Context: an optimization exercise on an open-source flow, tuned for small area, a short achievable clock period and few clock cycles. The choices shown serve that exercise and are no tape-out recipe. In this exercise RTL edits were held to simulation tests only and were not proved equivalent to the original. Power and IR drop assume default switching activity.

==> flow/design.v <==
module ia_alu (
    input  wire [2:0] op,
    input  wire [7:0] a,       
    input  wire [7:0] x,       
    output reg  [7:0] r,
    output wire       c,
    output wire       v,
    output reg        z,
    output wire       n
);
    wire       sub = op[0];
    wire [7:0] y   = sub ? ~x : x;
    wire [8:0] s   = {1'b0, a} + {1'b0, y} + {8'd0, sub};
    wire       x0  = (x == 8'h00);
    wire       x80 = (x == 8'h80);
    assign c = s[8] & ~(sub & x0);
    assign v = (sub & x80) ? a[7] : ((a[7] == y[7]) && (s[7] != a[7]));
    wire [7:0] ax   = a ^ x;
    wire [7:0] aox  = a | x;
    wire       zadd = ~ax[0] && (ax[7:1] == aox[6:0]);
    always @(*) begin
        case (op)
            3'd0: begin r = s[7:0]; z = zadd; end
            3'd1: begin r = s[7:0]; z = (a == x); end
            3'd2: begin r = a & x;  z = ((a & x) == 8'h00); end
            3'd3: begin r = a | x;  z = (aox == 8'h00); end
            3'd4: begin r = a ^ x;  z = (ax == 8'h00); end
            default: begin r = ~a;  z = (a == 8'hff); end
        endcase
    end
    assign n = r[7];
endmodule
module ia_mem (
    input  wire       clk,
    input  wire       we,
    input  wire [5:0] waddr,
    input  wire [7:0] wdata,
    input  wire [5:0] raddr,
    output wire [7:0] rdata
);
    reg [7:0] mem [0:63];
    always @(posedge clk)
        if (we) mem[waddr] <= wdata;
    assign rdata = mem[raddr];
endmodule
module ia_cpu (
    input  wire       clk,
    input  wire       rst,           
    input  wire       load_we,       
    input  wire [7:0] load_addr,     
    input  wire [7:0] load_data,
    output wire [7:0] mem_rdata,     
    input  wire       start,         
    output wire       halted,
    output wire       fault,
    output wire [7:0] acc,
    output wire [7:0] pc,
    output wire [3:0] status,        
    output wire       out_valid,
    output wire [7:0] out_data,
    input  wire       out_ready,
    input  wire       in_valid,
    input  wire [7:0] in_data,
    output wire       in_ready
);
    localparam [1:0] S_IDLE = 2'd0, S_RUN = 2'd1, S_HALT = 2'd2;
    localparam [1:0] C_M = 2'd0, C_I = 2'd1, C_O = 2'd2;
    reg [1:0]  run;
    reg        fault_r;
    reg [1:0]  cyc;          
    reg [7:0]  pc_r;         
    reg [7:0]  acc_r;
    reg [3:0]  st;           
    reg [13:0] ir;           
    reg        irv;          
    reg [3:0]  oop;          
    reg        oload;        
    reg [5:0]  ra0, ra1, ra2, ra3;   
    reg [1:0]  wsel;         
    reg [1:0]  osel;         
    reg        pfj;          
    reg        pw_v;         
    reg [7:0]  pw_a, pw_d;
    wire running = (run == S_RUN);
    wire cm = (cyc == C_M);
    wire ci = (cyc == C_I);
    wire co = (cyc == C_O);
    wire [5:0] rd0 = running ? ra0 : load_addr[7:2];
    wire [5:0] rd1 = running ? ra1 : load_addr[7:2];
    wire [5:0] rd2 = running ? ra2 : load_addr[7:2];
    wire [5:0] rd3 = running ? ra3 : load_addr[7:2];
    wire [7:0] q0, q1, q2, q3;
    ia_mem u_b0 (.clk(clk), .we(pw_v && pw_a[1:0] == 2'd0), .waddr(pw_a[7:2]), .wdata(pw_d), .raddr(rd0), .rdata(q0));
    ia_mem u_b1 (.clk(clk), .we(pw_v && pw_a[1:0] == 2'd1), .waddr(pw_a[7:2]), .wdata(pw_d), .raddr(rd1), .rdata(q1));
    ia_mem u_b2 (.clk(clk), .we(pw_v && pw_a[1:0] == 2'd2), .waddr(pw_a[7:2]), .wdata(pw_d), .raddr(rd2), .rdata(q2));
    ia_mem u_b3 (.clk(clk), .we(pw_v && pw_a[1:0] == 2'd3), .waddr(pw_a[7:2]), .wdata(pw_d), .raddr(rd3), .rdata(q3));
    function [7:0] pick(input [1:0] s, input [7:0] a0, input [7:0] a1, input [7:0] a2, input [7:0] a3);
        case (s)
            2'd0: pick = a0;
            2'd1: pick = a1;
            2'd2: pick = a2;
            default: pick = a3;
        endcase
    endfunction
    wire [7:0] wb0 = pick(wsel,        q0, q1, q2, q3);
    wire [7:0] wb1 = pick(wsel + 2'd1, q0, q1, q2, q3);
    wire [7:0] wb2 = pick(wsel + 2'd2, q0, q1, q2, q3);
    wire [7:0] wb3 = pick(wsel + 2'd3, q0, q1, q2, q3);
    wire [7:0] ob  = pick(running ? osel : load_addr[1:0], q0, q1, q2, q3);
    assign mem_rdata = ob;
    reg [5:0] ra_w;
    always @(*) begin
        case (pw_a[1:0])
            2'd0: ra_w = ra0;
            2'd1: ra_w = ra1;
            2'd2: ra_w = ra2;
            default: ra_w = ra3;
        endcase
    end
    wire [7:0] pc_r1  = pc_r + 8'd1;
    wire rd_haz = pw_v && (ra_w == pw_a[7:2]);                     
    wire ir_haz = pw_v && ci && (pw_a == pc_r || pw_a == pc_r1);   
    wire hold   = rd_haz || ir_haz;                                
    wire [13:0] mi   = {wb0, wb1[5:0]};
    wire [3:0]  op   = cm ? mi[13:10] : (ci ? ir[13:10] : oop);
    wire [1:0]  md   = cm ? mi[9:8]   : (ci ? ir[9:8]   : 2'b00);
    wire [7:0]  opnd = cm ? mi[7:0]   : ir[7:0];
    wire no_opnd  = (op == 4'd5) || (op >= 4'd13);
    wire bad      = !co && md[1];
    wire ind      = !co && md[0] && !no_opnd;    
    wire is_alu   = (op <= 4'd5);
    wire is_read  = (op == 4'd6);
    wire is_write = (op == 4'd7);
    wire is_goto  = (op == 4'd8);
    wire is_br    = (op >= 4'd9) && (op <= 4'd12);
    wire is_out   = (op == 4'd13);
    wire is_in    = (op == 4'd14);
    wire is_end   = (op == 4'd15);
    wire [1:0] br_sel   = op[1:0] - 2'd1;    
    wire       br_taken = st[br_sel];
    wire to_o = !bad && ((cm && (ind || is_read)) ||
                         (ci && ind && is_read) ||
                         (co && is_read && !oload));
    wire [7:0] x = (cm || (ci && !ind)) ? opnd : ob;
    wire ld   = !bad && !to_o && is_read;      
    wire done = !bad && !to_o;                 
    wire stall = (is_out && !out_ready) || (is_in && !in_valid);
    wire [7:0] alu_r;
    wire       alu_c, alu_v, alu_z, alu_n;
    ia_alu u_alu (.op(op[2:0]), .a(acc_r), .x(x),
                  .r(alu_r), .c(alu_c), .v(alu_v), .z(alu_z), .n(alu_n));
    wire [7:0] seq  = co ? pc_r : pc_r + 8'd2;      
    wire       jump = done && (is_goto || (is_br && br_taken));
    wire        usesop  = ci && (ind || is_read);
    wire        pf_hit  = usesop && (osel == wsel || osel == wsel + 2'd1);
    wire [13:0] ir_new  = cm ? {wb2, wb3[5:0]} : (ci ? {wb0, wb1[5:0]} : ir);
    wire        ir_ok   = cm ? !jump : (ci ? (!pf_hit && (pfj == jump)) : (irv && !jump));
    wire [3:0] nop      = ir_new[13:10];
    wire       n_noop   = (nop == 4'd5) || (nop >= 4'd13);
    wire       n_useop  = !ir_new[9] && ((ir_new[8] && !n_noop) || nop == 4'd6);
    wire [7:0] na       = ir_new[7:0];
    wire [1:0] nbsel    = nop[1:0] - 2'd1;
    wire       n_pfj    = (ir_new[9:8] == 2'b00) &&
                          ((nop == 4'd8) || ((nop >= 4'd9) && (nop <= 4'd12) && st[nbsel]));
    function [23:0] win(input [7:0] t);
        reg [5:0] i0, i1;
        begin
            i0 = t[7:2];
            i1 = t[7:2] + 6'd1;
            win = {(t[1:0] > 2'd3) ? i1 : i0,        
                   (t[1:0] > 2'd2) ? i1 : i0,        
                   (t[1:0] > 2'd1) ? i1 : i0,        
                   (t[1:0] > 2'd0) ? i1 : i0};       
        end
    endfunction
    wire [7:0]  t_m   = jump ? x : seq;
    wire [7:0]  t_f   = ((ci && pfj) ? ir[7:0] : seq) + 8'd2;
    wire [7:0]  t_i   = n_pfj ? na : t_f;
    wire [23:0] win_m = win(t_m);
    wire [23:0] win_i = win(t_i);
    wire [7:0] oa = cm ? opnd : ob;
    wire cpu_we = running && !hold && !stall && done && is_write;
    always @(posedge clk) begin
        if (rst) begin
            run     <= S_IDLE;
            fault_r <= 1'b0;
            cyc     <= C_M;
            pc_r    <= 8'd0;
            acc_r   <= 8'd0;
            st      <= 4'd0;
            ra0 <= 6'd0; ra1 <= 6'd0; ra2 <= 6'd0; ra3 <= 6'd0;
            wsel    <= 2'd0;
            osel    <= 2'd0;
            pw_v    <= 1'b0;
        end else begin
            pw_v <= cpu_we || ((run == S_IDLE) && load_we);
            pw_a <= running ? x : load_addr;
            pw_d <= running ? acc_r : load_data;
            if (run == S_IDLE) begin
                if (start) begin
                    run  <= S_RUN;
                    cyc  <= C_M;
                    ra0 <= 6'd0; ra1 <= 6'd0; ra2 <= 6'd0; ra3 <= 6'd0;
                    wsel <= 2'd0;
                end
            end else if (running && ir_haz) begin
                cyc  <= C_M;
                wsel <= pc_r[1:0];
                {ra3, ra2, ra1, ra0} <= win(pc_r);
            end else if (running && !rd_haz && !stall) begin
                if (bad) begin
                    run     <= S_HALT;
                    fault_r <= 1'b1;
                    pc_r    <= seq;
                end else if (done && is_end) begin
                    run     <= S_HALT;
                    pc_r    <= seq;
                end else begin
                    if (done && is_alu) begin
                        acc_r <= alu_r;
                        if (op[2:1] == 2'b00) st <= {alu_c, alu_v, alu_n, alu_z};
                        else                  st[1:0] <= {alu_n, alu_z};
                    end
                    if (done && is_in) acc_r <= in_data;
                    if (ld) acc_r <= ob;
                    ir  <= ir_new;
                    irv <= ir_ok;
                    if (to_o) begin
                        cyc   <= C_O;
                        pc_r  <= seq;
                        oop   <= op;
                        oload <= cm ? !ind : 1'b1;
                        osel  <= oa[1:0];
                        ra0 <= oa[7:2]; ra1 <= oa[7:2]; ra2 <= oa[7:2]; ra3 <= oa[7:2];
                    end else if (!ir_ok) begin
                        cyc   <= C_M;
                        pc_r  <= t_m;
                        wsel  <= t_m[1:0];
                        {ra3, ra2, ra1, ra0} <= win_m;
                    end else begin
                        cyc   <= C_I;
                        pc_r  <= t_m;
                        pfj   <= n_pfj;
                        wsel  <= t_i[1:0];
                        osel  <= na[1:0];
                        ra0 <= (n_useop && na[1:0] == 2'd0) ? na[7:2] : win_i[5:0];
                        ra1 <= (n_useop && na[1:0] == 2'd1) ? na[7:2] : win_i[11:6];
                        ra2 <= (n_useop && na[1:0] == 2'd2) ? na[7:2] : win_i[17:12];
                        ra3 <= (n_useop && na[1:0] == 2'd3) ? na[7:2] : win_i[23:18];
                    end
                end
            end
        end
    end
    wire go = running && !hold;
    assign halted    = (run == S_HALT);
    assign fault     = fault_r;
    assign acc       = acc_r;
    assign pc        = pc_r;
    assign status    = st;
    assign out_valid = go && ((cm && mi[13:9] == 5'b11010) || (ci && ir[13:9] == 5'b11010));
    assign out_data  = acc_r;
    assign in_ready  = go && ((cm && mi[13:9] == 5'b11100) || (ci && ir[13:9] == 5'b11100));
endmodule
==> flow/run.sh <==
#!/bin/bash
# synth_recipe.tcl (not shown) runs the flow's synth.tcl, then flattens the netlist and writes it again
# the make line also repeats each setting of config.mk as NAME=value (left out here)
make -C /OpenROAD-flow-scripts/flow DESIGN_CONFIG=/design/flow/config.mk WORK_HOME=/design/flow/orfs CLKGATE_MAP_FILE= SYNTH_SCRIPT=/design/flow/synth_recipe.tcl finish
==> flow/config.mk <==
export PLATFORM = sky130hd
export DESIGN_NAME = ia_cpu
export DESIGN_NICKNAME = ia_cpu
export VERILOG_FILES = /design/flow/design.v
export SDC_FILE = /design/flow/constraint.sdc
export NUM_CORES = 4
export LEC_CHECK = 0
export CAP_MARGIN = 20
export CORE_MARGIN = 2
export CORE_UTILIZATION = 55
export PLACE_DENSITY = 0.65
export SETUP_SLACK_MARGIN = 2.0
export SLEW_MARGIN = 20
export SYNTH_HIERARCHICAL = 1
export TNS_END_PERCENT = 5
==> flow/constraint.sdc <==
create_clock -name core_clock -period 8.0 [get_ports {clk}]
set_input_delay 1.6000 -clock core_clock [delete_from_list [all_inputs] [get_ports {clk}]]
set_output_delay 1.6000 -clock core_clock [all_outputs]
set_load 0.01 [all_outputs]
==> flow_summary.yaml, run 1 <==
status:
  run_status: "timing/DRC/antenna clean"
worst_setup_path:
  cp_num_buf_inv: 10
  critical_path_peak_fanout: 12
  r2r_start: "run[0]$_SDFFE_PP0P_"
  cp_top_family: "compound AO/OA/AOI/OAI gates"
  worst_path_largest_cell_delay_ns: 0.47
  critPathRequiredTime_ns: 8.78
  start_kind: "primary input"
  critical_path_cell_count: 33
  ff2ff_path_depth: 33
  worst_path_most_repeated_cell: "sky130_fd_sc_hd__buf_4"
  cpMaxStageDelayCell: "sky130_fd_sc_hd__a221oi_1"
  criticalPathCategory: "in -> reg"
  rr_endpoint: "acc_r[6]$_SDFFE_PP0P_"
  regToRegSetupSlack_ns: 1.26
  critical_path.endpoint_type: "flop"
  cp.arrival_ns: 7.64
synth:
  netlist.area_leader.share_pct: 68.9
  synth_compound_area_share_pct: 5.62
  synth_simple_gate_area_share_pct: 6.28
  synth-edff-count: 2085
  synthTopCellsByArea: "sky130_fd_sc_hd__edfxtp_1, sky130_fd_sc_hd__mux4_2, sky130_fd_sc_hd__nor2_1"
  netlist_instances: 5230
  asyncSetResetFlopFracSynth_pct: 0
  synth_sequential_area_ratio_pct: 70.1
  multiplexer_share_of_the_synthesized_area_pct: 14.2
  synth_warnings: 9
  post_synth_adder_cell_area_pct: 0.625
  synthesis.area_per_instance_sq_um: 17.4
  synth_cell_type_count: 110
  synth_top_area_cell: "sky130_fd_sc_hd__edfxtp_1"
  postSynthRegisterBits: 2139
  synthXorXnorAreaFrac_pct: 0.916
  dominantRegCellSynth: "sky130_fd_sc_hd__edfxtp_1"
  synth.net_count: 5304
  syn-cell-area_sq_um: 90800
  largest_family_of_logic_cells_by_synthesized_area: "multiplexers"
global_routing:
  pin_count_of_the_biggest_net_entering_global_routing: 177
  initial_antenna_violation_count: 4
  global_route_usage_sum_pct: 29.6
  gr-total-overflow: 0
  grt_pass1_vias: 52100
  grt_pass1_wl_mm: 362
placed_design:
  placed_instances: 7612
  dp.final_hpwl_mm: 161
  postPlaceCellArea_sq_um: 96700
  gp_congestion: 0.978
  port-buffer-count: 69
  detailedPlace.worstSlack_ns: -0.122
clocking:
  numClockSinks: 2139
  cts_buffers: 208
  cts.clk_slew.worst_paths_ns: 0.06
  buffers_from_clock_root_to_sink_at_most: 3
  cts.htree.levels: 4
  ctsRootBufferMaster: "sky130_fd_sc_hd__clkbuf_16"
  insertion_delay_ns: 0.85
  tritoncts: "done"
sta:
  hold_viol: 0
  least_margin_pin_slew_ns: 1.18
  slew-limit-headroom_pct: 21.5
  setup_violations_final: 0
  layout_min_cycle_time_ns: 6.86
  finalSetupTns_ns: 0
  setup_repair_after_global_routing_missed_its_margin: "true"
  final_min_period_over_clock_period_pct: 85.8
  drv_slew: 0
  whs_ns: 0.469
  setup_ws_ns: 1.14
  finalClockSkew_ns: 0.0349
  fmax_ghz: 0.146
worst_hold_path:
  hold_path.startpoint: "ra3[4]$_SDFFE_PP0P_"
  hold_path_depth: 2
  timing.hold.worst_endpoint: "ra3[4]$_SDFFE_PP0P_"
  holdCritPathClass: "reg -> reg"
power_and_ir_drop:
  leakagePower_nw: 34.5
  power.density_cell_area_nw_per_um2: 379
  worst_ir_drop_vdd_mv: 0.287
  power.total_mw: 40.4
cells_and_area:
  count_of_nets_after_finishing: 5869
  final_design_area_no_fill_sq_um: 106000
  fillers: 11400
  final_core_util_pct: 64.8
  fraction_of_final_layout_cells_sized_beyond_drive_strength_1_pct: 28.2
  area_growth_pct: 17.2
  layout_common_cells: "sky130_fd_sc_hd__edfxtp_1, sky130_fd_sc_hd__mux4_2, sky130_fd_sc_hd__nor2_1"
  register_area_sq_um: 63700
  most_common_library_cell_in_the_layout_ignoring_fill_and_taps: "sky130_fd_sc_hd__edfxtp_1"
  post_layout_nonfiller_instances: 8159
  multi_input_comb_area_sq_um: 26300
die:
  dieArea_sq_um: 168000
  boundaryPins: 70
  core_area_sq_um: 164000
  start_util_pct: 55.2
  rows: 149
  die_y_um: 410
  die_x_um: 410
drt:
  postRouteWirelength_mm: 250
  routedWlPerCell_um: 30.6
  vias_per_cell: 6.47
  post-route-drc-count: 0
  firstDrtPassIters: 8
  initialDrtViolationCount: 7179
  vias: 52800
  antenna_violating_nets_post_route: 0
flow_run:
  maxCapViolCount: 0
==> power breakdown <==
part           internal, mW  switching (mW)
Sequential             13.1           0.292
Combinational          7.36            9.88
Clock                  5.55            4.17
==> cell usage after synthesis, types with 20 or more instances <==
cell type and instances:
sky130_fd_sc_hd__nor2b_1 75, sky130_fd_sc_hd__o221ai_1 40, sky130_fd_sc_hd__nor3_1 30, sky130_fd_sc_hd__o211ai_1 24, sky130_fd_sc_hd__a221oi_1 31, sky130_fd_sc_hd__or2_2 32
sky130_fd_sc_hd__buf_6 27, sky130_fd_sc_hd__inv_1 59, sky130_fd_sc_hd__o21ai_0 90, sky130_fd_sc_hd__nand3b_1 28, sky130_fd_sc_hd__nand4_1 26, sky130_fd_sc_hd__nand3_1 106
sky130_fd_sc_hd__mux4_2 504, sky130_fd_sc_hd__clkbuf_1 131, sky130_fd_sc_hd__a22oi_1 57, sky130_fd_sc_hd__mux2i_1 115, sky130_fd_sc_hd__or3_1 20, sky130_fd_sc_hd__buf_2 85
sky130_fd_sc_hd__a222oi_1 26, sky130_fd_sc_hd__a21oi_1 90, sky130_fd_sc_hd__dfxtp_1 54, sky130_fd_sc_hd__a211oi_1 27, sky130_fd_sc_hd__nor2_1 475, sky130_fd_sc_hd__o22ai_1 98
sky130_fd_sc_hd__ha_1 43, sky130_fd_sc_hd__nand2_1 275, sky130_fd_sc_hd__nand2b_1 45, sky130_fd_sc_hd__buf_4 50, sky130_fd_sc_hd__xnor2_1 60, sky130_fd_sc_hd__xor2_1 35
sky130_fd_sc_hd__a31oi_1 39, sky130_fd_sc_hd__edfxtp_1 2085
==> modules after synthesis, one instance, submodules excluded <==
| module | flops+latches | times used | cells | area (sq um) |
|---|---|---|---|---|
| ia_mem | 512 | 4 | 964 | 20000 |
| ia_alu | 0 | 1 | 203 | 1480 |
| ia_cpu | 91 | 1 | 1171 | 9230 |
==> what timing repair did <==
| item | CTS | global route |
|---|---|---|
| hold buffers | 0 | 0 |
| buffers inserted | 130 | 14 |
| cloned | 18 | 0 |
| pin swaps | 61 | 14 |
| endpoints found under the setup margin | 84 | 81 |
| resized for setup | 276 | 45 |
==> how the worst max path moves through the flow <==
stage / startpoint / end / slack (ns)
floorplan: load_addr[2] / acc_r[6]$_SDFFE_PP0P_ / 1.31
global placement: load_addr[2] / out_valid / -0.08
detailed placement: load_addr[2] / out_valid / -0.12
CTS: load_addr[2] / out_valid / 1.33
global route: load_addr[4] / acc_r[6]$_SDFFE_PP0P_ / 0.87
finish: load_addr[2] / acc_r[6]$_SDFFE_PP0P_ / 1.14
==> sequential cells by signal, summed over array words and instances, names as in the netlist, 4 cells and up <==
name,cells
ra3,6
ra1,6
pc_r,8
ir,14
ra0,6
u_b1.mem,512
oop,4
acc_r,8
pw_a,8
u_b2.mem,512
pw_d,8
u_b3.mem,512
u_b0.mem,512
ra2,6
st,4
==> layer usage <==
layer	part of all wire [%]	wire length (um)	track usage [%]
met1	40	99200	41.8
met2	48	119000	46.3
met4	4.0	10000	11.4
met5	0	0	0.0862
met3	8.7	21700	5.38
==> cell type report <==
| type | count | share of cell area, % |
|---|---|---|
| diodes | 1 | 0.00235 |
| clock inverters | 121 | 1.09 |
| repair buffers | 666 | 6.34 |
| clock buffers | 263 | 5.22 |
| multi-input cells | 2703 | 24.7 |
| well taps | 2189 | 2.57 |
| inverters | 77 | 0.283 |
| flip-flops and latches | 2139 | 59.8 |
==> kinds of logic (layout without fill, tap and decap cells) <==
group	Yosys count	after routing
AND/OR/NAND/NOR	1207	1209
flip-flops	2139	2139
buffers and inverters	390	1127
XOR/XNOR	95	95
multiplexers	645	645
adder cells (fa/ha/maj)	45	45
other	0	1
AO/OA/AOI/OAI	709	709
==> worst reg2reg max path, delay by kind of cell (launching register included) <==
kind,cells,cell delay [ns]
AOI/OAI and AO/OA,14,2.93
adders and majority gates,1,0.39
buffers and inverters,9,1.48
DFF,1,0.41
muxes,3,0.43
and+or+nand+nor,6,1.03
Testbench counts, summed over its fixed seeds: cycles 43,003.
==> run 2, diff against run 1 <==
--- a/flow/config.mk
+++ b/flow/config.mk
@@ -9,7 +9,7 @@
 export CORE_MARGIN = 2
 export CORE_UTILIZATION = 55
 export PLACE_DENSITY = 0.65
-export SETUP_SLACK_MARGIN = 2.0
+export SETUP_SLACK_MARGIN = 1.0
 export SLEW_MARGIN = 20
 export SYNTH_HIERARCHICAL = 1
 export TNS_END_PERCENT = 5
==> run 2 against run 1 <==
Largest cell class unchanged. Clock skew is 0.019 ns higher. Flip-flop and latch count stayed put. Still clean. Final cell count is 2.3% higher.
==> flow_summary.yaml, run 2 <==
status:
  run_status: "timing/DRC/antenna clean"
die:
  die_x_um: 410
  rows: 149
  core_area_sq_um: 164000
  dieArea_sq_um: 168000
  start_util_pct: 55.2
  die_y_um: 410
  boundaryPins: 70
synth:
  synth_sequential_area_ratio_pct: 70.1
  asyncSetResetFlopFracSynth_pct: 0
  synth_cell_type_count: 110
  synth_top_area_cell: "sky130_fd_sc_hd__edfxtp_1"
  netlist.area_leader.share_pct: 68.9
  synth-edff-count: 2085
  dominantRegCellSynth: "sky130_fd_sc_hd__edfxtp_1"
  yosysMostFrequentCell: "sky130_fd_sc_hd__edfxtp_1"
  netlist_instances: 5230
  synth_warnings: 9
  synth.net_count: 5304
  syn-cell-area_sq_um: 90800
  leading_post_synthesis_cells_by_instance_count: "sky130_fd_sc_hd__edfxtp_1, sky130_fd_sc_hd__mux4_2, sky130_fd_sc_hd__nor2_1"
  synthesis.area_per_instance_sq_um: 17.4
  postSynthRegisterBits: 2139
  synthTopCellsByArea: "sky130_fd_sc_hd__edfxtp_1, sky130_fd_sc_hd__mux4_2, sky130_fd_sc_hd__nor2_1"
sta:
  finalSetupTns_ns: 0
  drv_slew: 0
  hold_viol: 0
  least_margin_pin_slew_ns: 1.41
  fmax_ghz: 0.144
  slew-limit-headroom_pct: 5.76
  layout_min_cycle_time_ns: 6.92
  final_min_period_over_clock_period_pct: 86.6
  setup_repair_after_global_routing_missed_its_margin: "true"
  setup_violations_final: 0
  finalClockSkew_ns: 0.0537
drt:
  initialDrtViolationCount: 8037
  vias_per_cell: 6.46
  vias: 53900
  routedWlPerCell_um: 30.0
  postRouteWirelength_mm: 250
  post-route-drc-count: 0
  antenna_violating_nets_post_route: 0
  firstDrtPassIters: 10
cells_and_area:
  area_growth_pct: 18.9
  post_layout_nonfiller_instances: 8347
  count_of_nets_after_finishing: 6054
  final_core_util_pct: 65.7
  most_common_library_cell_in_the_layout_ignoring_fill_and_taps: "sky130_fd_sc_hd__edfxtp_1"
  final_design_area_no_fill_sq_um: 108000
  layout_common_cells: "sky130_fd_sc_hd__edfxtp_1, sky130_fd_sc_hd__buf_4, sky130_fd_sc_hd__mux4_2"
  fillers: 11200
  fraction_of_final_layout_cells_sized_beyond_drive_strength_1_pct: 30.7
placed_design:
  postPlaceCellArea_sq_um: 98600
  port-buffer-count: 69
  gp_congestion: 0.966
  placed_instances: 7861
  dp.final_hpwl_mm: 165
clocking:
  tritoncts: "done"
  numClockSinks: 2139
  cts.clk_slew.worst_paths_ns: 0.06
  cts_hold_buf: 0
  cts.htree.levels: 4
  buffers_from_clock_root_to_sink_at_most: 3
  ctsRootBufferMaster: "sky130_fd_sc_hd__clkbuf_16"
  insertion_delay_ns: 0.87
  cts_buffers: 209
worst_setup_path:
  critical_path.endpoint_type: "output port"
  critical_path_peak_fanout: 18
  criticalPathCategory: "in -> out"
  start_kind: "primary input"
  critPathRequiredTime_ns: 6.40
  worst_path_largest_cell_delay_ns: 0.46
  cp.arrival_ns: 5.32
  regToRegSetupSlack_ns: 1.22
  timing.critical_path.cells: "clkdlybuf4s50_1 > nand2_1 > buf_12 > nand2_1 > buf_12 > buf_4 > nor2b_1 > nand2_1 > o221ai_1 > a31oi_1 > a22o_4 > buf_4 > nor2b_1 > a211o_1 > buf_4 > nor2_4 > a31oi_4 > nor2b_1 > buf_2"
  ff2ff_path_depth: 30
  cpMaxStageDelayCell: "sky130_fd_sc_hd__clkdlybuf4s50_1"
global_routing:
  grt_use_met1_pct: 42.8
  grt_pass1_vias: 52900
  groute.layer.met3.usage_pct: 4.54
  gr-total-overflow: 0
  grt_pass1_wl_mm: 363
  global_route_usage_sum_pct: 29.5
  gr-max-usage-layer: "met2"
  grt_util_met2_pct: 46.3
  initial_antenna_violation_count: 6
  pin_count_of_the_biggest_net_entering_global_routing: 201
worst_hold_path:
  holdCritPathClass: "reg -> reg"
  hold_path_depth: 2
power_and_ir_drop:
  leakagePower_nw: 35.4
  power.total_mw: 41.7
  worst_ir_drop_vdd_mv: 0.427
  power.density_cell_area_nw_per_um2: 386
flow_run:
  maxCapViolCount: 0
## run 2: cell counts after synthesis
No cell type changed its count.
## run 2: area by class of cell
class | instances | area (sq um) | area share, %
sequential | 2139 | 63700 | 59.0
tap | 2189 | 2740 | 2.54
clock buffer | 237 | 5340 | 4.94
timing repair buffer | 852 | 7930 | 7.34
multi-input combinational | 2701 | 26100 | 24.1
antenna | 2 | 5.00 | 0.00463
clock inverter | 150 | 1950 | 1.80
inverter | 77 | 292 | 0.270
## run 2: timing repair
action,in CTS,in global routing
setup buffers,58,28
setup endpoints to repair,41,41
cloned,7,4
gates resized for setup,175,108
pin swaps,41,44
## run 2: final timing paths
kind / startpoint / to
worst min-delay path: ra3[3]$_SDFFE_PP0P_ / ra3[3]$_SDFFE_PP0P_
worst max register to register: run[0]$_SDFFE_PP0P_ / acc_r[6]$_SDFFE_PP0P_
worst min register to register: ra3[3]$_SDFFE_PP0P_ / ra3[3]$_SDFFE_PP0P_
worst max-delay path: load_addr[6] / out_valid
## run 2: modules after synthesis, one instance, submodules excluded
| module | times used | cells inside | flops+latches | area (sq um) |
|---|---|---|---|---|
| ia_mem | 4 | 964 | 512 | 20000 |
| ia_cpu | 1 | 1171 | 91 | 9230 |
| ia_alu | 1 | 203 | 0 | 1480 |
## run 2: per-stage QoR
stage / worst slack, ns / hold slack, ns
after global routing: 0.944 / 0.508
after floorplan: 0.962 / 0.437
final: 1.08 / 0.479
after global placement: -0.467 / 0.451
after CTS: 0.998 / 0.476
after detailed placement: -0.321 / 0.465
## run 2: where the power goes
part | switching [mW] | total, mW | leakage, nW | internal (mW)
sequential | 0.225 | 13.3 | 19.3 | 13.1
combinational | 10.1 | 18.0 | 12.7 | 7.84
clock | 4.35 | 10.4 | 3.51 | 6.04
## run 2: kinds of logic (layout without fill, tap and decap cells)
logic type / after synthesis / in the layout / synth area share, %
buf+inv: 390 / 1316 / 2.23
compound gates: 709 / 709 / 5.62
xor+xnor: 95 / 95 / 0.916
other cells: 0 / 2 / 0
fa+ha+maj: 45 / 45 / 0.625
flops: 2139 / 2139 / 70.1
simple gates: 1207 / 1207 / 6.28
mux: 645 / 645 / 14.2
## run 2: per-layer routing
layer | routed length (um) | vias up
met2 | 118000 | 2785
met1 | 102000 | 28000
met5 | 13 | -
met3 | 20800 | 468
li1 | - | 22700
met4 | 9080 | 2
## run 2: critical path, delay by kind of cell
family                 cells  cell delay [ns]
buffers and inverters      7             1.51
AOI/OAI and AO/OA          5             1.16
and+or+nand+nor            7             1.02
==> run 3, diff against run 2 <==
==> flow/flow/run.sh (new file) <==
#!/bin/bash
# The standard layout, step by step; timing repair after clock-tree synthesis
# and after global routing aims for 2 ns of setup slack on every violating
# endpoint (the floorplan and placement steps run with the default margin).
set -euo pipefail
bash standard.sh synth > synth.log 2>&1
bash standard.sh floorplan > floorplan.log 2>&1
bash standard.sh place > place.log 2>&1
export SETUP_SLACK_MARGIN=2.0
export TNS_END_PERCENT=100
bash standard.sh cts > cts.log 2>&1
bash standard.sh finish > finish.log 2>&1
==> flow/standard.sh (new file) <==
#!/bin/bash
# synth_recipe.tcl (not shown) runs the flow's synth.tcl, then flattens the netlist and writes it again
# the make line also repeats each setting of config.mk as NAME=value (left out here)
make -C /OpenROAD-flow-scripts/flow DESIGN_CONFIG=/design/flow/config.mk WORK_HOME=/design/flow/orfs CLKGATE_MAP_FILE= SYNTH_SCRIPT=/design/flow/synth_recipe.tcl "${@:-finish}"
--- a/flow/config.mk
+++ b/flow/config.mk
@@ -9,7 +9,5 @@
 export CORE_MARGIN = 2
 export CORE_UTILIZATION = 55
 export PLACE_DENSITY = 0.65
-export SETUP_SLACK_MARGIN = 1.0
 export SLEW_MARGIN = 20
 export SYNTH_HIERARCHICAL = 1
-export TNS_END_PERCENT = 5
removed: flow/run.sh
==> run 3 against run 2 <==
Via count is 0.86% higher. First-iteration DRC count decreased by 6.5%. Routed wire length up 0.69%. Still clean. Critical path type is now in -> reg. Register-to-register slack gained 0.28 ns. Final cell count up 0.74%. Flip-flop and latch count stayed put. Non-clock buffer count up 62. Maximum frequency up 3.9%.
==> flow_summary.yaml, run 3 <==
worst_setup_path:
  r2r_start: "run[0]$_SDFFE_PP0P_"
  criticalPathCategory: "in -> reg"
  cpMaxStageDelayCell: "sky130_fd_sc_hd__mux4_2"
  worst_path_most_repeated_cell: "sky130_fd_sc_hd__buf_6"
  critPathRequiredTime_ns: 8.79
  critical_path_peak_fanout: 6
  worst_path_largest_cell_delay_ns: 0.49
  cp.arrival_ns: 7.45
  cp-startpoint: "load_addr[2]"
  critical_path.endpoint_type: "flop"
  start_kind: "primary input"
flow_run:
  maxCapViolCount: 0
clocking:
  numClockSinks: 2139
  tritoncts: "done"
  buffers_from_clock_root_to_sink_at_most: 3
  cts_hold_buf: 0
  cts.htree.levels: 4
  insertion_delay_ns: 0.87
  cts.clk_slew.worst_paths_ns: 0.06
  ctsRootBufferMaster: "sky130_fd_sc_hd__clkbuf_16"
  cts_buffers: 211
synth:
  synthTopCellsByArea: "sky130_fd_sc_hd__edfxtp_1, sky130_fd_sc_hd__mux4_2, sky130_fd_sc_hd__nor2_1"
  synth-edff-count: 2085
  dominantRegCellSynth: "sky130_fd_sc_hd__edfxtp_1"
  synth_cell_type_count: 110
  netlist_instances: 5230
  synth.net_count: 5304
  synth_top_area_cell: "sky130_fd_sc_hd__edfxtp_1"
  yosysMostFrequentCell: "sky130_fd_sc_hd__edfxtp_1"
  asyncSetResetFlopFracSynth_pct: 0
  leading_post_synthesis_cells_by_instance_count: "sky130_fd_sc_hd__edfxtp_1, sky130_fd_sc_hd__mux4_2, sky130_fd_sc_hd__nor2_1"
  postSynthRegisterBits: 2139
  netlist.area_leader.share_pct: 68.9
  syn-cell-area_sq_um: 90800
  synthesis.area_per_instance_sq_um: 17.4
  synth_sequential_area_ratio_pct: 70.1
  synth_warnings: 9
status:
  run_status: "timing/DRC/antenna clean"
die:
  rows: 149
  die_y_um: 410
  core_area_sq_um: 164000
  start_util_pct: 55.2
  dieArea_sq_um: 168000
  die_x_um: 410
  boundaryPins: 70
drt:
  antenna_violating_nets_post_route: 0
  postRouteWirelength_mm: 252
  initialDrtViolationCount: 7511
  post-route-drc-count: 0
  vias: 54400
  firstDrtPassIters: 7
  vias_per_cell: 6.47
  routedWlPerCell_um: 30.0
global_routing:
  initial_antenna_violation_count: 3
  gr-total-overflow: 0
  pin_count_of_the_biggest_net_entering_global_routing: 221
  grt_pass1_wl_mm: 365
  grt_pass1_vias: 53300
  global_route_usage_sum_pct: 29.8
placed_design:
  gp_congestion: 0.959
  placed_instances: 7775
  detailedPlace.worstSlack_ns: -0.662
  port-buffer-count: 69
  dp.final_hpwl_mm: 160
power_and_ir_drop:
  leakagePower_nw: 36.2
  power.density_cell_area_nw_per_um2: 390
  worst_ir_drop_vdd_mv: 0.583
sta:
  final_min_period_over_clock_period_pct: 83.3
  whs_ns: 0.493
  least_margin_pin_slew_ns: 1.15
  fmax_ghz: 0.150
  setup_ws_ns: 1.34
  hold_viol: 0
  setup_violations_final: 0
  slew-limit-headroom_pct: 23.3
  finalClockSkew_ns: 0.0635
  layout_min_cycle_time_ns: 6.66
  drv_slew: 0
  setup_repair_after_global_routing_missed_its_margin: "true"
worst_hold_path:
  holdCritPathClass: "reg -> reg"
  hold_path.startpoint: "ra3[1]$_SDFFE_PP0P_"
cells_and_area:
  area_growth_pct: 21.7
  count_of_nets_after_finishing: 6118
  fraction_of_final_layout_cells_sized_beyond_drive_strength_1_pct: 34.6
  most_common_library_cell_in_the_layout_ignoring_fill_and_taps: "sky130_fd_sc_hd__edfxtp_1"
  post_layout_nonfiller_instances: 8409
  layout_common_cells: "sky130_fd_sc_hd__edfxtp_1, sky130_fd_sc_hd__buf_4, sky130_fd_sc_hd__mux4_2"
  final_core_util_pct: 67.3
-- run 3: per-stage QoR --
stage / TNS (ns) / power (mW) / cell area [sq um]
final: 0 / 43.1 / 111000
after CTS: 0 / 41.4 / 109000
after global routing: 0 / 44.5 / 111000
after detailed placement: -6.48 / 29.3 / 98000
after global placement: -6.20 / 29.2 / 98000
after floorplan: 0 / 22.6 / 90800
-- run 3: cell type report --
cell class	count	area, sq um
diodes	1	2.50
clock buffers	258	5520
clock inverters	130	1310
fillers	11000	53800
inverters	77	302
multi-input cells	2701	27700
flip-flops and latches	2139	63700
well taps	2189	2740
repair buffers	914	9280
-- run 3: final timing paths --
path	endpoint	slack, ns	depth (start not counted)
max reg2reg	acc_r[6]$_SDFFE_PP0P_	1.50	33
min reg2reg	ra3[1]$_SDFFE_PP0P_	0.49	2
min	ra3[1]$_SDFFE_PP0P_	0.49	2
max	acc_r[6]$_SDFFE_PP0P_	1.34	33
-- run 3: power by group --
| part | leakage, nW | internal, mW | switching [mW] |
|---|---|---|---|
| Clock | 3.31 | 5.56 | 4.27 |
| Combinational | 13.6 | 9.05 | 10.9 |
| Sequential | 19.3 | 13.1 | 0.236 |
| Total | 36.2 | 27.7 | 15.4 |
-- run 3: timing repair --
action / CTS / global route
endpoints found under the setup margin: 85 / 72
pin swaps: 151 / 142
cloned: 20 / 1
setup buffers: 160 / 63
gates resized for setup: 481 / 308
-- run 3: per-module statistics from Yosys (local to each module, per instance) --
module,flops+latches,cell area [sq um]
ia_mem,512,20000
ia_alu,0,1480
ia_cpu,91,9230
-- run 3: cells by family after synthesis --
kind of cell / synth area share [%]
XOR/XNOR: 0.916
multiplexers: 14.2
adder cells (fa/ha/maj): 0.625
flip-flops: 70.1
AND/OR/NAND/NOR: 6.28
AO/OA/AOI/OAI: 5.62
buffers and inverters: 2.23
-- run 3: routing by layer --
layer / track usage [%] / part of all wire, % / routed length (um)
met5: 0 / 0.0052 / 13
met4: 11.2 / 4.0 / 10100
met3: 6.27 / 9.4 / 23800
met2: 45.1 / 46 / 117000
met1: 43.0 / 40 / 101000
-- run 3: worst max-delay path, delay by kind of cell --
kind	cells	cell delay, ns
multiplexers	5	1.34
AO/OA/AOI/OAI	13	2.29
buffers and inverters	11	1.50
AND/OR/NAND/NOR	3	0.30
adder cells (fa/ha/maj)	1	0.38
==> run 4, diff against run 3 <==
--- a/flow/design.v
+++ b/flow/design.v
@@ -73,6 +73,8 @@
     reg [3:0]  st;           
     reg [13:0] ir;           
     reg        irv;          
+    reg [13:0] ib;           
+    reg        ibv;          
     reg [3:0]  oop;          
     reg        oload;        
     reg [5:0]  ra0, ra1, ra2, ra3;   
@@ -119,7 +121,10 @@
     end
     wire [7:0] pc_r1  = pc_r + 8'd1;
     wire rd_haz = pw_v && (ra_w == pw_a[7:2]);                     
-    wire ir_haz = pw_v && ci && (pw_a == pc_r || pw_a == pc_r1);   
+    wire [7:0] pc_r2  = pc_r + 8'd2;
+    wire [7:0] pc_r3  = pc_r + 8'd3;
+    wire ir_haz = pw_v && ci && (pw_a == pc_r || pw_a == pc_r1 ||   
+                                 (ibv && !pfj && (pw_a == pc_r2 || pw_a == pc_r3)));
     wire hold   = rd_haz || ir_haz;                                
     wire [13:0] mi   = {wb0, wb1[5:0]};
     wire [3:0]  op   = cm ? mi[13:10] : (ci ? ir[13:10] : oop);
@@ -152,9 +157,16 @@
     wire [7:0] seq  = co ? pc_r : pc_r + 8'd2;      
     wire       jump = done && (is_goto || (is_br && br_taken));
     wire        usesop  = ci && (ind || is_read);
-    wire        pf_hit  = usesop && (osel == wsel || osel == wsel + 2'd1);
-    wire [13:0] ir_new  = cm ? {wb2, wb3[5:0]} : (ci ? {wb0, wb1[5:0]} : ir);
-    wire        ir_ok   = cm ? !jump : (ci ? (!pf_hit && (pfj == jump)) : (irv && !jump));
+    wire        h0_ok   = !usesop || !(osel == wsel || osel == wsel + 2'd1);
+    wire        h1_ok   = !usesop ||  (osel == wsel || osel == wsel + 2'd1);
+    wire [13:0] h0      = {wb0, wb1[5:0]};
+    wire [13:0] h1      = {wb2, wb3[5:0]};
+    wire        from_ib = ci && !pfj && ibv;
+    wire [13:0] ir_new  = cm ? h1 : (ci ? (from_ib ? ib : h0) : ir);
+    wire        ir_ok   = cm ? !jump :
+                          (ci ? ((pfj == jump) && (from_ib || h0_ok)) : (irv && !jump));
+    wire [13:0] ib_new  = ci ? (from_ib ? h0 : h1) : ib;
+    wire        ib_ok   = ci ? (from_ib ? h0_ok : h1_ok) : (co && ibv);
     wire [3:0] nop      = ir_new[13:10];
     wire       n_noop   = (nop == 4'd5) || (nop >= 4'd13);
     wire       n_useop  = !ir_new[9] && ((ir_new[8] && !n_noop) || nop == 4'd6);
@@ -174,7 +186,8 @@
         end
     endfunction
     wire [7:0]  t_m   = jump ? x : seq;
-    wire [7:0]  t_f   = ((ci && pfj) ? ir[7:0] : seq) + 8'd2;
+    wire [7:0]  t_b   = (ci && pfj) ? ir[7:0] : seq;
+    wire [7:0]  t_f   = ib_ok ? t_b + 8'd4 : t_b + 8'd2;
     wire [7:0]  t_i   = n_pfj ? na : t_f;
     wire [23:0] win_m = win(t_m);
     wire [23:0] win_i = win(t_i);
@@ -225,6 +238,8 @@
                     if (ld) acc_r <= ob;
                     ir  <= ir_new;
                     irv <= ir_ok;
+                    ib  <= ib_new;
+                    ibv <= ib_ok;
                     if (to_o) begin
                         cyc   <= C_O;
                         pc_r  <= seq;
==> run 4 against run 3 <==
Highest routed layer unchanged. Flip-flop and latch count increased by 15. Sequential power about the same. Critical path type is now in -> out. First-iteration DRC count decreased by 12%. Cell area increased by 0.60%. Sequential share of layout area increased by 0.059 points. Synthesized cell count increased by 0.63%. Still clean on timing, DRC and antenna.
==> flow_summary.yaml, run 4 <==
global_routing:
  gr-total-overflow: 0
  global_route_usage_sum_pct: 30.1
  initial_antenna_violation_count: 5
  pin_count_of_the_biggest_net_entering_global_routing: 209
  grt_pass1_vias: 53600
  grt_pass1_wl_mm: 371
worst_setup_path:
  rr_endpoint: "ra0[2]$_SDFFE_PP0P_"
  cp_num_buf_inv: 8
  critical_path_peak_fanout: 7
  regToRegSetupSlack_ns: 1.41
  critPathRequiredTime_ns: 6.40
  timing.critical_path.cells: "buf_8 > nand2_4 > buf_12 > nand2_8 > buf_12 > buf_6 > mux4_1 > mux4_2 > a21oi_4 > o22ai_4 > buf_6 > a222oi_1 > a21o_1 > buf_6 > buf_6 > nand2_2 > o32ai_2 > and2_4 > buf_6"
  worst_path_largest_cell_delay_ns: 0.54
  criticalPathCategory: "in -> out"
  r2r_start: "run[0]$_SDFFE_PP0P_"
  cpMaxStageDelayCell: "sky130_fd_sc_hd__mux4_1"
  ff2ff_path_depth: 30
  cp.arrival_ns: 5.11
  critical_path.endpoint_type: "output port"
  start_kind: "primary input"
  cp_top_family: "compound AO/OA/AOI/OAI gates"
  worst_path_most_repeated_cell: "sky130_fd_sc_hd__buf_6"
sta:
  setup_ws_ns: 1.29
  least_margin_pin_slew_ns: 1.12
  slew-limit-headroom_pct: 25.5
  whs_ns: 0.529
  setup_repair_after_global_routing_missed_its_margin: "true"
  finalClockSkew_ns: 0.0345
  fmax_ghz: 0.149
  final_min_period_over_clock_period_pct: 83.8
  setup_violations_final: 0
  drv_slew: 0
  hold_viol: 0
  layout_min_cycle_time_ns: 6.71
power_and_ir_drop:
  power.density_cell_area_nw_per_um2: 390
  power.total_mw: 43.4
  leakagePower_nw: 36.8
  worst_ir_drop_vdd_mv: 0.294
placed_design:
  gp_congestion: 0.990
  port-buffer-count: 69
  detailedPlace.worstSlack_ns: -0.402
  dp.final_hpwl_mm: 166
  postPlaceCellArea_sq_um: 99800
status:
  run_status: "timing/DRC/antenna clean"
synth:
  yosysMostFrequentCell: "sky130_fd_sc_hd__edfxtp_1"
  postSynthRegisterBits: 2154
  synth_sequential_area_ratio_pct: 69.5
  synth_cell_type_count: 119
  dominantRegCellSynth: "sky130_fd_sc_hd__edfxtp_1"
  synth-edff-count: 2100
  netlist_instances: 5263
  synth_top_area_cell: "sky130_fd_sc_hd__edfxtp_1"
  asyncSetResetFlopFracSynth_pct: 0
  synthesis.area_per_instance_sq_um: 17.5
  leading_post_synthesis_cells_by_instance_count: "sky130_fd_sc_hd__edfxtp_1, sky130_fd_sc_hd__mux4_2, sky130_fd_sc_hd__nor2_1"
  synthTopCellsByArea: "sky130_fd_sc_hd__edfxtp_1, sky130_fd_sc_hd__mux4_2, sky130_fd_sc_hd__nor2_1"
  synth.net_count: 5339
  syn-cell-area_sq_um: 92300
  netlist.area_leader.share_pct: 68.3
  synth_warnings: 9
die:
  dieArea_sq_um: 171000
  rows: 150
  core_area_sq_um: 167000
  die_y_um: 414
  boundaryPins: 70
  start_util_pct: 55.3
  die_x_um: 414
clocking:
  cts_buffers: 213
  cts.clk_slew.worst_paths_ns: 0.06
  cts.htree.levels: 4
  numClockSinks: 2154
  buffers_from_clock_root_to_sink_at_most: 3
  ctsRootBufferMaster: "sky130_fd_sc_hd__clkbuf_16"
  tritoncts: "done"
  insertion_delay_ns: 0.87
cells_and_area:
  layout_common_cells: "sky130_fd_sc_hd__edfxtp_1, sky130_fd_sc_hd__buf_4, sky130_fd_sc_hd__mux4_2"
  fraction_of_final_layout_cells_sized_beyond_drive_strength_1_pct: 33.4
  most_common_library_cell_in_the_layout_ignoring_fill_and_taps: "sky130_fd_sc_hd__edfxtp_1"
  final_design_area_no_fill_sq_um: 111000
  count_of_nets_after_finishing: 6180
  area_growth_pct: 20.5
  final_core_util_pct: 66.6
flow_run:
  maxCapViolCount: 0
drt:
  antenna_violating_nets_post_route: 0
  firstDrtPassIters: 10
  routedWlPerCell_um: 30.3
  post-route-drc-count: 0
  vias: 54200
  vias_per_cell: 6.39
  initialDrtViolationCount: 6587
  postRouteWirelength_mm: 257
worst_hold_path:
  hold_path_depth: 2
  hold_path.startpoint: "ra1[1]$_SDFFE_PP0P_"
  timing.hold.worst_endpoint: "ra1[1]$_SDFFE_PP0P_"
  holdCritPathClass: "reg -> reg"
run 4: cell count changes after synthesis, sizes merged, moves of 17 or more:
cell / before / now
a211oi: 28 / 48
a21oi: 93 / 120
a221oi: 33 / 7
clkbuf: 131 / 98
mux2: 15 / 77
mux4: 510 / 530
nand2: 278 / 307
nand3: 107 / 80
nor2b: 75 / 94
nor3: 33 / 50
o22ai: 99 / 74
or2: 38 / 8
run 4: what timing repair did:
action | 4_1_cts | 5_1_grt
endpoints found under the setup margin | 101 | 72
setup buffers | 131 | 48
hold buffers | 0 | 0
resized for setup | 478 | 162
pin swaps | 102 | 116
cloned | 14 | 2
run 4: through the flow:
stage | TNS, ns | instances
floorplan | 0 | 5263
global placement | -3.56 | 7898
detailed placement | -4.91 | 7898
CTS | 0 | 8431
global route | 0 | 8482
finish | 0 | 8483
run 4: power by group:
group          leakage [nW]  switching [mW]  total, mW  internal (mW)
sequential             19.4           0.261       13.3           13.1
combinational          14.0            10.8       20.0           9.18
clock                  3.39            4.24       10.0           5.78
run 4: worst max path at each step:
stage / start / end / slack [ns] / cells past startpoint
after CTS: load_addr[2] / out_valid / 1.47 / 18
after detailed placement: load_addr[2] / ra0[2]$_SDFFE_PP0P_ / -0.40 / 27
final: load_addr[2] / in_ready / 1.29 / 19
after global routing: load_addr[2] / ra0[2]$_SDFFE_PP0P_ / 1.20 / 33
after floorplan: load_addr[2] / acc_r[6]$_SDFFE_PP0P_ / 0.86 / 29
after global placement: load_addr[2] / ra0[2]$_SDFFE_PP0P_ / -0.35 / 31
run 4: tightest hold or removal path: cells and delay by family, from the launching register on:
kind	cells	cell delay [ns]
compound gates	1	0.09
flops	1	0.35
simple gates	1	0.06
run 4: routing by layer:
metal	vias to the layer above	GRT usage [%]	part of all wire, %	routed length, um
met5	-	0	0.016	42
met1	28000	41.9	40	102000
li1	23000	-	-	-
met2	2622	46.8	47	121000
met4	6	13.3	4.8	12200
met3	564	5.65	8.5	21800
run 4: area by class of cell:
class	instances	area (sq um)
clock buffer	273	5710
antenna	2	5.00
tap	2204	2760
sequential	2154	64100
multi-input combinational	2748	28000
fill	11300	55800
timing repair buffer	919	9080
clock inverter	115	1260
inverter	68	290
run 4: per-module statistics from Yosys, one instance, submodules excluded:
| module | copies in the design | cells inside | flops+latches | cell area (sq um) |
|---|---|---|---|---|
| ia_mem | 4 | 944 | 512 | 20100 |
| ia_cpu | 1 | 1284 | 106 | 10500 |
| ia_alu | 1 | 203 | 0 | 1480 |
run 4: logic make-up (layout without fill, tap and decap cells):
group	Yosys count	count (layout)	synth area share, %
xor gates and xnor gates	102	102	0.967
other	0	2	0
DFF	2154	2154	69.5
adders and majority gates	46	46	0.631
buffers and inverters	363	1375	2.30
muxes	719	719	15.3
and+or+nand+nor	1203	1205	6.07
AOI/OAI and AO/OA	676	676	5.29
Testbench counts of run 4, summed over its fixed seeds: cycles 42,656.
==> run 5, diff against run 4 <==
==> flow/run.sh (new file) <==
#!/bin/bash
# synth_recipe.tcl (not shown) runs the flow's synth.tcl, then flattens the netlist and writes it again
# the make line also repeats each setting of config.mk as NAME=value (left out here)
make -C /OpenROAD-flow-scripts/flow DESIGN_CONFIG=/design/flow/config.mk WORK_HOME=/design/flow/orfs CLKGATE_MAP_FILE= SYNTH_SCRIPT=/design/flow/synth_recipe.tcl finish
--- a/flow/config.mk
+++ b/flow/config.mk
@@ -9,5 +9,7 @@
 export CORE_MARGIN = 2
 export CORE_UTILIZATION = 55
 export PLACE_DENSITY = 0.65
+export SETUP_SLACK_MARGIN = 2.0
 export SLEW_MARGIN = 20
 export SYNTH_HIERARCHICAL = 1
+export TNS_END_PERCENT = 5
removed: flow/flow/run.sh
removed: flow/standard.sh
==> run 5 against run 4 <==
Critical endpoint is now out_valid. Non-clock buffer count shrank 142. Cell area decreased by 2.3%. Clock skew barely moved. Critical path depth shrank 1. Highest routed layer unchanged. Via count decreased by 1.2%. Largest cell class unchanged. Die area stayed put. Still clean. Combinational power fell by 9%. Maximum frequency shrank 2.2%.
==> flow_summary.yaml, run 5 <==
sta:
  final_min_period_over_clock_period_pct: 85.8
  setup_violations_final: 0
  slew-limit-headroom_pct: 27.7
  hold_viol: 0
  least_margin_pin_slew_ns: 1.08
  finalClockSkew_ns: 0.0347
  whs_ns: 0.516
  fmax_ghz: 0.146
  drv_slew: 0
  layout_min_cycle_time_ns: 6.86
  setup_ws_ns: 1.14
  setup_repair_after_global_routing_missed_its_margin: "true"
cells_and_area:
  post_layout_nonfiller_instances: 8349
  layout_common_cells: "sky130_fd_sc_hd__edfxtp_1, sky130_fd_sc_hd__buf_4, sky130_fd_sc_hd__mux4_2"
  count_of_nets_after_finishing: 6038
  final_design_area_no_fill_sq_um: 109000
  fraction_of_final_layout_cells_sized_beyond_drive_strength_1_pct: 30.0
  most_common_library_cell_in_the_layout_ignoring_fill_and_taps: "sky130_fd_sc_hd__edfxtp_1"
  area_growth_pct: 17.7
drt:
  firstDrtPassIters: 14
  postRouteWirelength_mm: 253
  vias_per_cell: 6.42
  antenna_violating_nets_post_route: 0
  post-route-drc-count: 0
  vias: 53600
  initialDrtViolationCount: 6537
  routedWlPerCell_um: 30.3
die:
  start_util_pct: 55.3
  boundaryPins: 70
  die_x_um: 414
  core_area_sq_um: 167000
  die_y_um: 414
  rows: 150
  dieArea_sq_um: 171000
synth:
  synth_top_area_cell: "sky130_fd_sc_hd__edfxtp_1"
  synthXorXnorAreaFrac_pct: 0.967
  synthesis.area_per_instance_sq_um: 17.5
  post_synth_adder_cell_area_pct: 0.631
  netlist.area_leader.share_pct: 68.3
  multiplexer_share_of_the_synthesized_area_pct: 15.3
  leading_post_synthesis_cells_by_instance_count: "sky130_fd_sc_hd__edfxtp_1, sky130_fd_sc_hd__mux4_2, sky130_fd_sc_hd__nor2_1"
  dominantRegCellSynth: "sky130_fd_sc_hd__edfxtp_1"
  postSynthRegisterBits: 2154
  largest_family_of_logic_cells_by_synthesized_area: "multiplexers"
  synth_simple_gate_area_share_pct: 6.07
  synthTopCellsByArea: "sky130_fd_sc_hd__edfxtp_1, sky130_fd_sc_hd__mux4_2, sky130_fd_sc_hd__nor2_1"
  netlist_instances: 5263
  synth_compound_area_share_pct: 5.29
  syn-cell-area_sq_um: 92300
  synth-edff-count: 2100
  synth.net_count: 5339
  yosysMostFrequentCell: "sky130_fd_sc_hd__edfxtp_1"
  synth_warnings: 9
  synth_sequential_area_ratio_pct: 69.5
  asyncSetResetFlopFracSynth_pct: 0
  synth_cell_type_count: 119
worst_setup_path:
  cp.arrival_ns: 5.26
  cp_num_buf_inv: 6
  worst_path_most_repeated_cell: "sky130_fd_sc_hd__buf_6"
  timing.critical_path.cells: "buf_6 > buf_6 > nand2_8 > nand2_8 > buf_4 > buf_12 > mux4_2 > mux4_2 > nor2_2 > buf_4 > o22ai_2 > a222oi_1 > nand2_1 > o21ai_2 > nand3_2 > nor3_2 > o21a_2 > buf_6"
  cpMaxStageDelayCell: "sky130_fd_sc_hd__mux4_2"
  cp_top_family: "multiplexers"
  worst_path_largest_cell_delay_ns: 0.54
  critical_path.endpoint_type: "output port"
  critPathRequiredTime_ns: 6.40
  critical_path_peak_fanout: 8
  criticalPathCategory: "in -> out"
  start_kind: "primary input"
placed_design:
  detailedPlace.worstSlack_ns: -0.372
  dp.final_hpwl_mm: 166
  placed_instances: 7862
  gp_congestion: 0.968
  port-buffer-count: 69
  postPlaceCellArea_sq_um: 99500
clocking:
  cts_buffers: 213
  cts.clk_slew.worst_paths_ns: 0.06
  cts.htree.levels: 4
  cts_hold_buf: 0
  buffers_from_clock_root_to_sink_at_most: 3
  numClockSinks: 2154
  ctsRootBufferMaster: "sky130_fd_sc_hd__clkbuf_16"
  insertion_delay_ns: 0.87
  tritoncts: "done"
worst_hold_path:
  holdCritPathClass: "reg -> reg"
power_and_ir_drop:
  power.density_cell_area_nw_per_um2: 381
  worst_ir_drop_vdd_mv: 0.354
  leakagePower_nw: 35.6
global_routing:
  initial_antenna_violation_count: 6
  pin_count_of_the_biggest_net_entering_global_routing: 183
  global_route_usage_sum_pct: 29.7
  grt_pass1_vias: 52700
  gr-total-overflow: 0
  grt_pass1_wl_mm: 366
status:
  run_status: "timing/DRC/antenna clean"
flow_run:
  maxCapViolCount: 0
[run 5: layout make-up]
type | count | area [sq um]
clock buffers | 261 | 5570
well taps | 2204 | 2760
inverters | 68 | 285
fillers | 11600 | 58400
diodes | 2 | 5.00
repair buffers | 777 | 7270
multi-input cells | 2748 | 27200
clock inverters | 135 | 1390
flip-flops and latches | 2154 | 64100
[run 5: report_power, final]
part           internal [mW]  total (mW)  leakage [nW]  switching [mW]
combinational           7.88        18.1          12.8            10.2
clock                   5.70        10.0          3.36            4.32
sequential              13.1        13.3          19.4           0.285
[run 5: path summary, 6_finish.rpt]
check	end	from	cells past startpoint	slack, ns
worst min register to register	ra2[0]$_SDFFE_PP0P_	ra2[0]$_SDFFE_PP0P_	2	0.52
worst max register to register	acc_r[7]$_SDFFE_PP0P_	run[0]$_SDFFE_PP0P_	32	1.27
worst max-delay path	out_valid	load_addr[2]	18	1.14
worst min-delay path	ra2[0]$_SDFFE_PP0P_	ra2[0]$_SDFFE_PP0P_	2	0.52
[run 5: Yosys stat by module (local to each module, per instance)]
module  cell area (sq um)  copies in the design
ia_mem              20100                     4
ia_alu               1480                     1
ia_cpu              10500                     1
[run 5: layer usage]
layer	share of wire, %	global-route usage (%)
met5	0.082	0.848
met4	3.1	9.40
met3	9.0	6.19
met2	47	45.4
met1	41	43.1
[run 5: cells by family (layout without fill, tap and decap cells)]
logic type	Yosys count	count (layout)
other	0	2
adders and majority gates	46	46
AOI/OAI and AO/OA	676	676
xor gates and xnor gates	102	102
muxes	719	719
and+or+nand+nor	1203	1205
DFF	2154	2154
buffers and inverters	363	1241
[run 5: worst reg2reg max path: cells and delay by family, from the launching register on]
kind | cells | cell delay [ns]
buffers and inverters | 7 | 0.95
multiplexers | 4 | 1.29
AO/OA/AOI/OAI | 12 | 2.29
adder cells (fa/ha/maj) | 1 | 0.37
XOR/XNOR | 1 | 0.17
flip-flops | 1 | 0.43
AND/OR/NAND/NOR | 7 | 1.12
[run 5: per-stage QoR]
stage	TNS (ns)	power, mW	utilization, %
6_report	0	41.4	65.0
5_1_grt	0	42.9	65.0
3_5_place_dp	-3.83	30.0	59.6
3_3_place_gp	-2.90	30.0	59.6
4_1_cts	0	40.8	64.8
2_1_floorplan	0	22.9	-
[run 5: what timing repair did]
item                                    in CTS  in global routing
buffers inserted                            62                 18
endpoints found under the hold margin        0                  0
endpoints found under the setup margin     105                 75
resized for setup                          259                 60
pin swaps                                   34                 40
gates cloned                                 8                  0
==> run 6, diff against run 5 <==
--- a/flow/config.mk
+++ b/flow/config.mk
@@ -8,6 +8,7 @@
 export CAP_MARGIN = 20
 export CORE_MARGIN = 2
 export CORE_UTILIZATION = 55
+export CTS_CLUSTER_SIZE = 20
 export PLACE_DENSITY = 0.65
 export SETUP_SLACK_MARGIN = 2.0
 export SLEW_MARGIN = 20
==> run 6 against run 5 <==
Critical endpoint unchanged. Cell area unchanged. Core utilization unchanged. Final cell count unchanged. Count of clock-buffer cells in the layout unchanged. Worst hold slack unchanged. Still clean. Flip-flop and latch count unchanged. Maximum frequency unchanged. Worst setup slack unchanged. Non-clock buffer count unchanged. Critical path type unchanged. First-iteration DRC count unchanged. Routed wire length unchanged. Sequential share of layout area unchanged.
==> flow_summary.yaml, run 6 <==
drt:
  vias: 53600
  post-route-drc-count: 0
  initialDrtViolationCount: 6537
  firstDrtPassIters: 14
  routedWlPerCell_um: 30.3
  vias_per_cell: 6.42
  postRouteWirelength_mm: 253
  antenna_violating_nets_post_route: 0
placed_design:
  dp.final_hpwl_mm: 166
  port-buffer-count: 69
  postPlaceCellArea_sq_um: 99500
  gp_congestion: 0.968
  placed_instances: 7862
die:
  dieArea_sq_um: 171000
  rows: 150
  boundaryPins: 70
  die_y_um: 414
  die_x_um: 414
  core_area_sq_um: 167000
  start_util_pct: 55.3
synth:
  synth-edff-count: 2100
  leading_post_synthesis_cells_by_instance_count: "sky130_fd_sc_hd__edfxtp_1, sky130_fd_sc_hd__mux4_2, sky130_fd_sc_hd__nor2_1"
  dominantRegCellSynth: "sky130_fd_sc_hd__edfxtp_1"
  yosysMostFrequentCell: "sky130_fd_sc_hd__edfxtp_1"
  synth_top_area_cell: "sky130_fd_sc_hd__edfxtp_1"
  asyncSetResetFlopFracSynth_pct: 0
  postSynthRegisterBits: 2154
  synth.net_count: 5339
  synth_sequential_area_ratio_pct: 69.5
  synth_cell_type_count: 119
  synthTopCellsByArea: "sky130_fd_sc_hd__edfxtp_1, sky130_fd_sc_hd__mux4_2, sky130_fd_sc_hd__nor2_1"
  netlist.area_leader.share_pct: 68.3
  synth_warnings: 9
  netlist_instances: 5263
  syn-cell-area_sq_um: 92300
  synthesis.area_per_instance_sq_um: 17.5
worst_hold_path:
  timing.hold.worst_endpoint: "ra2[0]$_SDFFE_PP0P_"
  holdCritPathClass: "reg -> reg"
  hold_path.startpoint: "ra2[0]$_SDFFE_PP0P_"
  hold_path_depth: 2
cells_and_area:
  layout_common_cells: "sky130_fd_sc_hd__edfxtp_1, sky130_fd_sc_hd__buf_4, sky130_fd_sc_hd__mux4_2"
  area_growth_pct: 17.7
  count_of_nets_after_finishing: 6038
  final_design_area_no_fill_sq_um: 109000
  post_layout_nonfiller_instances: 8349
  final_core_util_pct: 65.0
  fraction_of_final_layout_cells_sized_beyond_drive_strength_1_pct: 30.0
  fillers: 11600
  most_common_library_cell_in_the_layout_ignoring_fill_and_taps: "sky130_fd_sc_hd__edfxtp_1"
clocking:
  tritoncts: "done"
  numClockSinks: 2154
  cts.htree.levels: 4
  insertion_delay_ns: 0.87
  ctsRootBufferMaster: "sky130_fd_sc_hd__clkbuf_16"
  buffers_from_clock_root_to_sink_at_most: 3
  cts_buffers: 213
  cts_hold_buf: 0
  cts.clk_slew.worst_paths_ns: 0.06
worst_setup_path:
  start_kind: "primary input"
  cpMaxStageDelayCell: "sky130_fd_sc_hd__mux4_2"
  ff2ff_path_depth: 32
  critical_path_peak_fanout: 8
  worst_path_most_repeated_cell: "sky130_fd_sc_hd__buf_6"
  cp.arrival_ns: 5.26
  rr_endpoint: "acc_r[7]$_SDFFE_PP0P_"
  critical_path.endpoint_type: "output port"
  worst_path_largest_cell_delay_ns: 0.54
  cp_top_family: "multiplexers"
  r2r_start: "run[0]$_SDFFE_PP0P_"
  criticalPathCategory: "in -> out"
  timing.critical_path.cells: "buf_6 > buf_6 > nand2_8 > nand2_8 > buf_4 > buf_12 > mux4_2 > mux4_2 > nor2_2 > buf_4 > o22ai_2 > a222oi_1 > nand2_1 > o21ai_2 > nand3_2 > nor3_2 > o21a_2 > buf_6"
  regToRegSetupSlack_ns: 1.27
  cp_num_buf_inv: 6
  critPathRequiredTime_ns: 6.40
power_and_ir_drop:
  leakagePower_nw: 35.6
  power.total_mw: 41.4
  power.density_cell_area_nw_per_um2: 381
  worst_ir_drop_vdd_mv: 0.354
sta:
  drv_slew: 0
  layout_min_cycle_time_ns: 6.86
  fmax_ghz: 0.146
  least_margin_pin_slew_ns: 1.08
  final_min_period_over_clock_period_pct: 85.8
  setup_violations_final: 0
  finalClockSkew_ns: 0.0347
  hold_viol: 0
  slew-limit-headroom_pct: 27.7
  setup_repair_after_global_routing_missed_its_margin: "true"
  whs_ns: 0.516
global_routing:
  grt_pass1_wl_mm: 366
  pin_count_of_the_biggest_net_entering_global_routing: 183
  initial_antenna_violation_count: 6
  grt_pass1_vias: 52700
  gr-total-overflow: 0
  global_route_usage_sum_pct: 29.7
flow_run:
  maxCapViolCount: 0
status:
  run_status: "timing/DRC/antenna clean"
## run 6: cell counts after synthesis
No cell type changed its count.
## run 6: Yosys stat by module, one instance, submodules excluded
module	copies in the design	flip-flops and latches	cells inside	area (sq um)
ia_alu	1	0	203	1480
ia_cpu	1	106	1284	10500
ia_mem	4	512	944	20100
## run 6: where the power goes
part	internal, mW	switching (mW)
sequential	13.1	0.285
combinational	7.88	10.2
clock	5.70	4.32
## run 6: how the worst max path moves through the flow
stage                     cells after the start  slack, ns                    end          from
after floorplan                              29       1.17  acc_r[7]$_SDFFE_PP0P_  load_addr[2]
after global placement                       28      -0.31  acc_r[7]$_SDFFE_PP0P_  load_addr[2]
after detailed placement                     28      -0.37  acc_r[7]$_SDFFE_PP0P_  load_addr[2]
after CTS                                    19       1.21              out_valid  load_addr[2]
after global routing                         33       1.07  acc_r[7]$_SDFFE_PP0P_  load_addr[2]
final                                        18       1.14              out_valid  load_addr[2]
## run 6: what timing repair did
| action | CTS | global route |
|---|---|---|
| resized for setup | 259 | 60 |
| buffers inserted | 62 | 18 |
| setup endpoints to repair | 105 | 75 |
| pin swaps | 34 | 40 |
| cloned | 8 | 0 |
## run 6: metal layers
metal | track usage, % | share of wire, % | up-vias | wire length [um]
met3 | 6.19 | 9.0 | 434 | 22800
met2 | 45.4 | 47 | 2617 | 118000
met1 | 43.1 | 41 | 27800 | 104000
met5 | 0.848 | 0.082 | - | 207
li1 | - | - | 22700 | -
met4 | 9.40 | 3.1 | 2 | 7710
## run 6: layout make-up
type / instances / area [sq um] / area share (%)
tap: 2204 / 2760 / 2.54
multi-input combinational: 2748 / 27200 / 25.1
clock inverter: 135 / 1390 / 1.28
antenna: 2 / 5.00 / 0.00461
inverter: 68 / 285 / 0.263
timing repair buffer: 777 / 7270 / 6.69
clock buffer: 261 / 5570 / 5.13
sequential: 2154 / 64100 / 59.0
## run 6: cell families (layout without fill, tap and decap cells)
| kind of cell | after synthesis | count (layout) | share of synthesized area [%] |
|---|---|---|---|
| compound gates | 676 | 676 | 5.29 |
| xor+xnor | 102 | 102 | 0.967 |
| fa+ha+maj | 46 | 46 | 0.631 |
| buf+inv | 363 | 1241 | 2.30 |
| flops | 2154 | 2154 | 69.5 |
| mux | 719 | 719 | 15.3 |
| other cells | 0 | 2 | 0 |
| simple gates | 1203 | 1205 | 6.07 |
## run 6: metrics by stage
stage / setup WS, ns / setup TNS, ns
4_1_cts: 1.21 / 0
5_1_grt: 1.07 / 0
3_3_place_gp: -0.307 / -2.90
3_5_place_dp: -0.372 / -3.83
2_1_floorplan: 1.17 / 0
6_report: 1.14 / 0
## run 6: worst min-delay path: stages (launching register included)
cell and delay [ns]:
sky130_fd_sc_hd__dfxtp_1 0.35, sky130_fd_sc_hd__nand2_1 0.07, sky130_fd_sc_hd__o21ai_1 0.05

-- what the ideal ports hide --
The results above use ideal ports. As a check the final layouts listed here were re-extracted and re-timed, cells and wires unchanged. Step 1 assumes that a clkbuf_16 drives the clock port and a buf_2 every other input. Step 2 also shifts input and output timing later by t, the mid clock arrival at the registers, as if the neighbouring blocks saw the same clock. Slacks: ideal ports / drivers / drivers and shift; pairs: ideal ports / drivers.
run | t (ns) | setup slack, ns | worst hold slack (ns) | worst register clock-pin slew, ns
run 1 | 0.925 | 1.139 / 1.151 / 0.264 | 0.469 / 0.469 / 0.469 | 0.07 / 0.07
run 2 | 0.933 | 1.076 / 1.049 / 0.266 | 0.479 / 0.479 / 0.479 | 0.07 / 0.07
run 3 | 0.927 | 1.338 / 1.336 / 0.455 | 0.493 / 0.493 / 0.493 | 0.07 / 0.07
run 4 | 0.943 | 1.294 / 1.237 / 0.422 | 0.529 / 0.529 / 0.529 | 0.07 / 0.07
run 5 | 0.933 | 1.139 / 1.088 / 0.317 | 0.516 / 0.516 / 0.516 | 0.07 / 0.07
run 6 | 0.933 | 1.139 / 1.088 / 0.317 | 0.516 / 0.516 / 0.516 | 0.07 / 0.07
After both steps every run listed still meets setup and hold. The setup slack of run 3, which loses most, moves by -0.002 ns with the drivers and by -0.883 ns with both steps.
